This design comes from an exercise in tuning for small area on the open sky130 flow, not from production work.
Function was checked by simulation only, so behaviour that the tests miss may differ from the original.
No driver is modelled on the clock port, so clocking that relies on it looks cheaper here than on a real chip.

==> wip/sierra: inputs <==
==> flow/design.v <==
module b64_alpha (
    input  wire [5:0] idx,
    output wire [7:0] code
);
    wire lt26 = idx < 6'd26;
    wire lt52 = idx < 6'd52;
    wire lt62 = idx < 6'd62;
    wire [4:0] lo = idx[4:0] + (lt26 ? 5'd1 : lt52 ? 5'd7 : 5'd12);
    assign code = lt52 ? {1'b0, 1'b1, !lt26, lo} :
                  lt62 ? {4'b0011, lo[3:0]} :
                  {5'b00101, idx[0], 2'b11};
endmodule
module b64_rev (
    input  wire [20:0] c,
    output wire        is_val,
    output wire        is_pad,
    output wire [5:0]  val
);
    wire lo7 = ~|c[20:7];
    wire [6:0] x = c[6:0];
    wire let_ok = x[6] && x[4:0] != 5'd0 && x[4:0] <= 5'd26;
    wire dg     = x[6:4] == 3'b011 && x[3:0] <= 4'd9;
    wire sym    = x[6:4] == 3'b010 && x[3] && x[1:0] == 2'b11;
    assign is_pad = lo7 && x == 7'h3D;
    assign is_val = lo7 && (let_ok || dg || sym);
    wire [5:0] lv = {1'b0, x[4:0]} + (x[5] ? 6'd25 : 6'd63);
    wire [3:0] d4  = x[3:0] + 4'd4;
    assign val = x[6] ? lv : (x[4] ? {2'b11, d4} : {5'b11111, x[2]});
endmodule
module b64_enc (
    input  wire        clk,
    input  wire        rst,
    input  wire        in_valid,
    input  wire [9:0]  in_data,
    output wire        in_ready,
    output wire        out_valid,
    output wire [32:0] out_data,
    input  wire        out_ready,
    output wire        busy
);
    localparam [7:0] PAD_CODE = 8'h3D;
    reg [1:0] e_cnt;       
    reg       e_end;       
    reg       e_active;
    reg [7:0] e_b0, e_b1;
    wire is_last = in_data[9];
    wire is_byte = !in_data[8];
    wire two     = e_cnt[1];
    assign in_ready  = out_ready && !e_end;
    assign out_valid = e_end || (two && in_valid && is_byte);
    assign busy      = e_active;
    wire accept = in_valid && in_ready;
    wire pop    = out_valid && out_ready;
    wire data   = !e_end || (e_cnt != 2'd0);    
    wire [7:0] b2 = e_end ? 8'h00 : in_data[7:0];
    wire [7:0] a0, a1, a2, a3;
    b64_alpha u_a0 (.idx(e_b0[7:2]), .code(a0));
    b64_alpha u_a1 (.idx({e_b0[1:0], two ? e_b1[7:4] : 4'h0}), .code(a1));
    b64_alpha u_a2 (.idx({e_b1[3:0], b2[7:6]}), .code(a2));
    b64_alpha u_a3 (.idx(b2[5:0]), .code(a3));
    wire [7:0] c2 = (e_cnt == 2'd1) ? PAD_CODE : a2;
    wire [7:0] c3 = e_end ? PAD_CODE : a3;
    assign out_data = data ? {1'b0, a0, a1, c2, c3} : {1'b1, 32'h0};
    always @(posedge clk) begin
        if (e_cnt == 2'd0) e_b0 <= in_data[7:0];
        if (e_cnt == 2'd1) e_b1 <= in_data[7:0];
    end
    always @(posedge clk) begin
        if (rst) begin
            e_cnt    <= 2'd0;
            e_end    <= 1'b0;
            e_active <= 1'b0;
        end else if (e_end) begin
            if (pop) begin
                if (e_cnt != 2'd0)
                    e_cnt <= 2'd0;
                else
                    e_end <= 1'b0;
            end
        end else if (accept) begin
            if (is_byte)
                e_cnt <= two ? 2'd0 : e_cnt + 2'd1;
            if (is_last) begin
                e_end    <= 1'b1;
                e_active <= 1'b0;
            end else if (is_byte) begin
                e_active <= 1'b1;
            end
        end
    end
endmodule
module b64_dec (
    input  wire        clk,
    input  wire        rst,
    input  wire        in_valid,
    input  wire [22:0] in_data,
    output wire        in_ready,
    output wire        out_valid,
    output wire [27:0] out_data,
    input  wire        out_ready,
    output wire        busy
);
    reg  [1:0] d_pos;
    reg  [5:0] d_v0, d_v1, d_v2;
    reg        d_pad2;      
    reg        d_err;       
    reg        d_hold;      
    reg        d_end;       
    reg        d_active;
    wire is_last = in_data[22];
    wire is_char = !in_data[21];
    wire       k_val, k_pad;
    wire [5:0] k_v;
    b64_rev u_rev (.c(in_data[20:0]), .is_val(k_val), .is_pad(k_pad), .val(k_v));
    wire full = (d_pos == 2'd3) && !d_err && !d_hold && !d_pad2 && is_char && k_val;
    assign in_ready  = out_ready && !d_end;
    assign out_valid = d_end || (in_valid && full);
    assign busy      = d_active;
    wire accept = in_valid && in_ready;
    wire pop    = out_valid && out_ready;
    wire       len_err = (d_pos != 2'd0);
    wire       dat     = !d_end || d_hold;
    wire       two     = !d_end || !d_pad2;
    wire [1:0] n       = {!d_end || (d_hold && !d_pad2), !d_end || (d_hold && d_pad2)};
    wire [1:0] status  = dat ? 2'b00 : {len_err || d_err, !len_err};
    wire [7:0] ob0 = dat         ? {d_v0, d_v1[5:4]}      : 8'h00;
    wire [7:0] ob1 = (dat & two) ? {d_v1[3:0], d_v2[5:2]} : 8'h00;
    wire [7:0] ob2 = !d_end      ? {d_v2[1:0], k_v}       : 8'h00;
    assign out_data = {status, n, ob0, ob1, ob2};
    always @(posedge clk) begin
        if (d_pos == 2'd0 && !d_hold) d_v0 <= k_v;
        if (d_pos == 2'd1) d_v1 <= k_v;
        if (d_pos == 2'd2) d_v2 <= k_v;
    end
    always @(posedge clk) begin
        if (rst || (d_end && pop && !d_hold)) begin
            d_pos    <= 2'd0;
            d_pad2   <= 1'b0;
            d_err    <= 1'b0;
            d_hold   <= 1'b0;
            d_end    <= 1'b0;
            d_active <= 1'b0;
        end else if (d_end) begin
            if (pop)
                d_hold <= 1'b0;
        end else if (accept) begin
            if (is_char) begin
                d_pos <= d_pos + 2'd1;
                if (!d_err) begin
                    if (d_hold) begin
                        d_err  <= 1'b1;
                        d_hold <= 1'b0;
                    end else begin
                        case (d_pos)
                            2'd0, 2'd1: if (!k_val) d_err <= 1'b1;
                            2'd2: if (k_pad) d_pad2 <= 1'b1;
                                  else if (!k_val) d_err <= 1'b1;
                            default:
                                if (k_pad) d_hold <= 1'b1;
                                else if (!(k_val && !d_pad2)) d_err <= 1'b1;
                        endcase
                    end
                end
            end
            if (is_last) begin
                d_end    <= 1'b1;
                d_active <= 1'b0;
            end else if (is_char) begin
                d_active <= 1'b1;
            end
        end
    end
endmodule
module b64core (
    input  wire        clk,
    input  wire        rst,
    input  wire        enc_in_valid,
    input  wire [9:0]  enc_in_data,
    output wire        enc_in_ready,
    output wire        enc_out_valid,
    output wire [32:0] enc_out_data,
    input  wire        enc_out_ready,
    output wire        enc_busy,
    input  wire        dec_in_valid,
    input  wire [22:0] dec_in_data,
    output wire        dec_in_ready,
    output wire        dec_out_valid,
    output wire [27:0] dec_out_data,
    input  wire        dec_out_ready,
    output wire        dec_busy
);
    b64_enc u_enc (
        .clk(clk), .rst(rst),
        .in_valid(enc_in_valid), .in_data(enc_in_data), .in_ready(enc_in_ready),
        .out_valid(enc_out_valid), .out_data(enc_out_data), .out_ready(enc_out_ready),
        .busy(enc_busy)
    );
    b64_dec u_dec (
        .clk(clk), .rst(rst),
        .in_valid(dec_in_valid), .in_data(dec_in_data), .in_ready(dec_in_ready),
        .out_valid(dec_out_valid), .out_data(dec_out_data), .out_ready(dec_out_ready),
        .busy(dec_busy)
    );
endmodule
==> flow/flow/run.sh <==
#!/bin/bash
# Own layout flow: the standard layout (standard.sh) with
#  - the standard synthesis script, but ABC run with an area-oriented script
#    (flow/area.script) and adders left to ABC instead of the adder cells;
#  - port buffers of the smallest buffer cell;
#  - a clock tree of small clock buffers without dummy loads.
# Each tool's output goes to a log file in the work folder.
set -euo pipefail
W=$(pwd)
cat > "$W/own_synth.tcl" <<EOF
proc abc {args} {
  set i [lsearch -exact \$args -script]
  if {\$i >= 0} { lset args [expr {\$i+1}] $W/flow/area.script }
  yosys abc {*}\$args
}
source $W/synth_recipe.tcl
EOF
cat >> config.mk <<'EOF'
export BUFFER_PORTS_ARGS = -buffer_cell sky130_fd_sc_hd__buf_1
export CTS_ARGS = -sink_clustering_enable -repair_clock_nets -dont_use_dummy_load -buf_list sky130_fd_sc_hd__clkbuf_4 -root_buf sky130_fd_sc_hd__clkbuf_4
EOF
bash standard.sh SYNTH_SCRIPT="$W/own_synth.tcl" ADDER_MAP_FILE= finish > standard.log 2>&1
==> flow/flow/area.script <==
strash
&get -n
&deepsyn -T 30
&put
strash
dch -f
map -a
mfs2
strash
dch -f
amap
==> flow/standard.sh <==
#!/bin/bash
# synth_recipe.tcl (not shown) runs the flow's synth.tcl, then flattens the netlist and writes it again
# the make line also repeats each setting of config.mk as NAME=value (left out here)
make -C /OpenROAD-flow-scripts/flow DESIGN_CONFIG=/design/flow/config.mk WORK_HOME=/design/flow/orfs CLKGATE_MAP_FILE= SYNTH_SCRIPT=/design/flow/synth_recipe.tcl "${@:-finish}"
==> flow/config.mk <==
export PLATFORM = sky130hd
export DESIGN_NAME = b64core
export DESIGN_NICKNAME = b64core
export VERILOG_FILES = /design/flow/design.v
export SDC_FILE = /design/flow/constraint.sdc
export NUM_CORES = 4
export LEC_CHECK = 0
export CAP_MARGIN = 20
export CORE_MARGIN = 2
export CORE_UTILIZATION = 40
export SLEW_MARGIN = 20
export BUFFER_PORTS_ARGS = -buffer_cell sky130_fd_sc_hd__buf_1
export CTS_ARGS = -sink_clustering_enable -repair_clock_nets -dont_use_dummy_load -buf_list sky130_fd_sc_hd__clkbuf_4 -root_buf sky130_fd_sc_hd__clkbuf_4
==> flow/constraint.sdc <==
create_clock -name core_clock -period 5.0 [get_ports {clk}]
set_input_delay 1.0000 -clock core_clock [delete_from_list [all_inputs] [get_ports {clk}]]
set_output_delay 1.0000 -clock core_clock [all_outputs]
set_load 0.01 [all_outputs]
==> wip/garnet: changes against wip/sierra <==
==> flow/design.v, changed modules only <==
module b64_enc (
    input  wire        clk,
    input  wire        rst,
    input  wire        in_valid,
    input  wire [9:0]  in_data,
    output wire        in_ready,
    output wire        out_valid,
    output wire [32:0] out_data,
    input  wire        out_ready,
    output wire        busy
);
    localparam [7:0] PAD_CODE = 8'h3D;
    reg [1:0] e_cnt;       
    reg       e_end;       
    reg       e_active;
    reg [6:0] e_c0n;       
    wire [6:0] e_c0 = ~e_c0n;
    reg [1:0] e_b0;        
    reg [7:0] e_b1;
    wire is_last = in_data[9];
    wire is_byte = !in_data[8];
    wire two     = e_cnt[1];
    assign in_ready  = out_ready && !e_end;
    assign out_valid = e_end || (two && in_valid && is_byte);
    assign busy      = e_active;
    wire accept = in_valid && in_ready;
    wire pop    = out_valid && out_ready;
    wire data   = !e_end || (e_cnt != 2'd0);    
    wire       first = (e_cnt == 2'd0);
    wire [7:0] ax, a1, a3;
    b64_alpha u_ax (.idx(first ? in_data[7:2] : {e_b1[3:0], e_end ? 2'b00 : in_data[7:6]}), .code(ax));
    b64_alpha u_a1 (.idx({e_b0, two ? e_b1[7:4] : 4'h0}), .code(a1));
    b64_alpha u_a3 (.idx(in_data[5:0]), .code(a3));
    wire [7:0] a0 = {1'b0, e_c0};
    wire [7:0] a2 = ax;
    wire [7:0] c2 = (e_cnt == 2'd1) ? PAD_CODE : a2;
    wire [7:0] c3 = e_end ? PAD_CODE : a3;
    assign out_data = data ? {1'b0, a0, a1, c2, c3} : {1'b1, 32'h0};
    always @(posedge clk) begin
        if (first) begin
            e_c0n <= ~ax[6:0];
            e_b0 <= in_data[1:0];
        end
        if (e_cnt == 2'd1) e_b1 <= in_data[7:0];
    end
    always @(posedge clk) begin
        if (rst) begin
            e_cnt    <= 2'd0;
            e_end    <= 1'b0;
            e_active <= 1'b0;
        end else if (e_end) begin
            if (pop) begin
                if (e_cnt != 2'd0)
                    e_cnt <= 2'd0;
                else
                    e_end <= 1'b0;
            end
        end else if (accept) begin
            if (is_byte)
                e_cnt <= two ? 2'd0 : e_cnt + 2'd1;
            if (is_last) begin
                e_end    <= 1'b1;
                e_active <= 1'b0;
            end else if (is_byte) begin
                e_active <= 1'b1;
            end
        end
    end
endmodule
module b64_dec (
    input  wire        clk,
    input  wire        rst,
    input  wire        in_valid,
    input  wire [22:0] in_data,
    output wire        in_ready,
    output wire        out_valid,
    output wire [27:0] out_data,
    input  wire        out_ready,
    output wire        busy
);
    reg  [1:0] d_pos;
    reg  [5:0] d_v0n, d_v1n, d_v2n;   
    wire [5:0] d_v0 = ~d_v0n, d_v1 = ~d_v1n, d_v2 = ~d_v2n;
    reg        d_pad2;      
    reg        d_err;       
    reg        d_hold;      
    reg        d_end;       
    reg        d_active;
    wire is_last = in_data[22];
    wire is_char = !in_data[21];
    wire       k_val, k_pad;
    wire [5:0] k_v;
    b64_rev u_rev (.c(in_data[20:0]), .is_val(k_val), .is_pad(k_pad), .val(k_v));
    wire full = (d_pos == 2'd3) && !d_err && !d_hold && !d_pad2 && is_char && k_val;
    assign in_ready  = out_ready && !d_end;
    assign out_valid = d_end || (in_valid && full);
    assign busy      = d_active;
    wire accept = in_valid && in_ready;
    wire pop    = out_valid && out_ready;
    wire       len_err = (d_pos != 2'd0);
    wire       dat     = !d_end || d_hold;
    wire       two     = !d_end || !d_pad2;
    wire [1:0] n       = {!d_end || (d_hold && !d_pad2), !d_end || (d_hold && d_pad2)};
    wire [1:0] status  = dat ? 2'b00 : {len_err || d_err, !len_err};
    wire [7:0] ob0 = dat         ? {d_v0, d_v1[5:4]}      : 8'h00;
    wire [7:0] ob1 = (dat & two) ? {d_v1[3:0], d_v2[5:2]} : 8'h00;
    wire [7:0] ob2 = !d_end      ? {d_v2[1:0], k_v}       : 8'h00;
    assign out_data = {status, n, ob0, ob1, ob2};
    always @(posedge clk) begin
        if (d_pos == 2'd0 && !d_hold) d_v0n <= ~k_v;
        if (d_pos == 2'd1) d_v1n <= ~k_v;
        if (d_pos == 2'd2) d_v2n <= ~k_v;
    end
    always @(posedge clk) begin
        if (rst || (d_end && pop && !d_hold)) begin
            d_pos    <= 2'd0;
            d_pad2   <= 1'b0;
            d_err    <= 1'b0;
            d_hold   <= 1'b0;
            d_end    <= 1'b0;
            d_active <= 1'b0;
        end else if (d_end) begin
            if (pop)
                d_hold <= 1'b0;
        end else if (accept) begin
            if (is_char) begin
                d_pos <= d_pos + 2'd1;
                if (!d_err) begin
                    if (d_hold) begin
                        d_err  <= 1'b1;
                        d_hold <= 1'b0;
                    end else begin
                        case (d_pos)
                            2'd0, 2'd1: if (!k_val) d_err <= 1'b1;
                            2'd2: if (k_pad) d_pad2 <= 1'b1;
                                  else if (!k_val) d_err <= 1'b1;
                            default:
                                if (k_pad) d_hold <= 1'b1;
                                else if (!(k_val && !d_pad2)) d_err <= 1'b1;
                        endcase
                    end
                end
            end
            if (is_last) begin
                d_end    <= 1'b1;
                d_active <= 1'b0;
            end else if (is_char) begin
                d_active <= 1'b1;
            end
        end
    end
endmodule
--- a/flow/flow/run.sh
+++ b/flow/flow/run.sh
@@ -4,5 +4,7 @@
 #    (flow/area.script) and adders left to ABC instead of the adder cells;
 #  - port buffers of the smallest buffer cell;
-#  - a clock tree of small clock buffers without dummy loads.
+#  - a clock tree of small clock buffers without dummy loads, each clock
+#    buffer then sized to the smallest that keeps its loads' slew low
+#    (flow/post_cts.tcl).
 # Each tool's output goes to a log file in the work folder.
 set -euo pipefail
@@ -20,3 +22,4 @@
 export CTS_ARGS = -sink_clustering_enable -repair_clock_nets -dont_use_dummy_load -buf_list sky130_fd_sc_hd__clkbuf_4 -root_buf sky130_fd_sc_hd__clkbuf_4
 EOF
+echo "export POST_CTS_TCL = $W/flow/post_cts.tcl" >> config.mk
 bash standard.sh SYNTH_SCRIPT="$W/own_synth.tcl" ADDER_MAP_FILE= finish > standard.log 2>&1
==> flow/flow/post_cts.tcl (new file) <==
# After CTS: size each clock buffer to the smallest clock buffer whose loads
# see an estimated slew below a target, leaves first, then legalize.
set ::clk_sizes {sky130_fd_sc_hd__clkbuf_1 sky130_fd_sc_hd__clkbuf_2 sky130_fd_sc_hd__clkbuf_4 sky130_fd_sc_hd__clkbuf_8 sky130_fd_sc_hd__clkbuf_16}
set ::clk_slew_target 0.112

proc clk_load_slew { inst } {
  set out [get_pins -of_objects $inst -filter "direction == output"]
  set worst 0
  foreach p [get_pins -of_objects [get_nets -of_objects $out] -filter "direction == input"] {
    set s [get_property $p slew_max]
    if { $s > $worst } { set worst $s }
  }
  return $worst
}

proc clk_is_leaf { inst } {
  set out [get_pins -of_objects $inst -filter "direction == output"]
  foreach p [get_pins -of_objects [get_nets -of_objects $out] -filter "direction == input"] {
    if { [string match *clkbuf* [get_property [get_cells -of_objects $p] ref_name]] } { return 0 }
  }
  return 1
}

proc clk_size { inst } {
  set clk_sizes $::clk_sizes; set clk_slew_target $::clk_slew_target
  set name [get_property $inst name]
  foreach size $clk_sizes {
    replace_cell $name $size
    estimate_parasitics -placement
    if { [clk_load_slew $inst] < $clk_slew_target } { break }
  }
  puts "clock buffer $name: $size, load slew [clk_load_slew $inst]"
}

set clk_bufs {}
foreach inst [get_cells *] {
  if { [string match sky130_fd_sc_hd__clkbuf_* [get_property $inst ref_name]] } {
    lappend clk_bufs $inst
  }
}
estimate_parasitics -placement
foreach inst $clk_bufs { if { [clk_is_leaf $inst] } { clk_size $inst } }
foreach inst $clk_bufs { if { ![clk_is_leaf $inst] } { clk_size $inst } }
# the root's size changes the leaves' input slew: upsize any leaf left over
foreach inst $clk_bufs {
  set i [lsearch $::clk_sizes [get_property $inst ref_name]]
  while { [clk_load_slew $inst] >= $::clk_slew_target && $i < [llength $::clk_sizes] - 1 } {
    incr i
    replace_cell [get_property $inst name] [lindex $::clk_sizes $i]
    estimate_parasitics -placement
  }
}
detailed_placement
check_placement -verbose
estimate_parasitics -placement
foreach inst $clk_bufs { puts "clock buffer [get_property $inst name]: [get_property $inst ref_name], load slew [clk_load_slew $inst]" }
- CORE_UTILIZATION: 40 -> 72
- PLACE_DENSITY: unset -> 0.85
- POST_CTS_TCL: unset -> /design/flow/flow/post_cts.tcl
- SETUP_SLACK_MARGIN: unset -> 0.3
==> metrics.cfg <==
[run_status]
status=timing/DRC/antenna clean

[finish]
final_cell_area_um2=3340

[critical_path]
crit_start=u_enc.e_end
cp.required_ns=4.00

[clock_network]
cts.path.max_buffers=2

[pwr]
power_uw=801

[timing]
drv_slew=0

That was wip/sierra.
==> metrics.cfg <==
[run_status]
failed_stage=global routing
error_line=[ERROR DPL-0033] detailed placement checks failed during check placement.
status=did not finish

[yosys]
yosysWarnings=2
avgSynthCellArea_um2=8.00
synth-seq-cells=46
synth_xor_area_share_pct=0

That was wip/garnet.

[re-timing with driven ports]
No port has a modelled driver above. Below, the same layout with a new extraction and two added sets of constraints.
Step 1 sets driving cells, clkbuf_16 on the clock port and buf_2 on the other inputs (assumed; they add their load-dependent delay and slew).
Step 2 times the ports against the registers' clock, not the clock port: input delays grow and output delays shrink by t, the midpoint of the rising clock arrivals with the driver on.
Slacks: ideal / step 1 / step 2; pairs: ideal / step 1.
run: wip/sierra
t, ns: 0.350
setup WS [ns]: 0.894 / 0.867 / 0.937
worst hold slack (ns): 0.509 / 0.509 / 0.509
clock arrival spread, ns: 0.023 / 0.023
After both steps setup and hold are still met in wip/sierra. For wip/sierra, drivers alone change the setup slack by -0.027 ns; drivers and shift together by +0.043 ns.
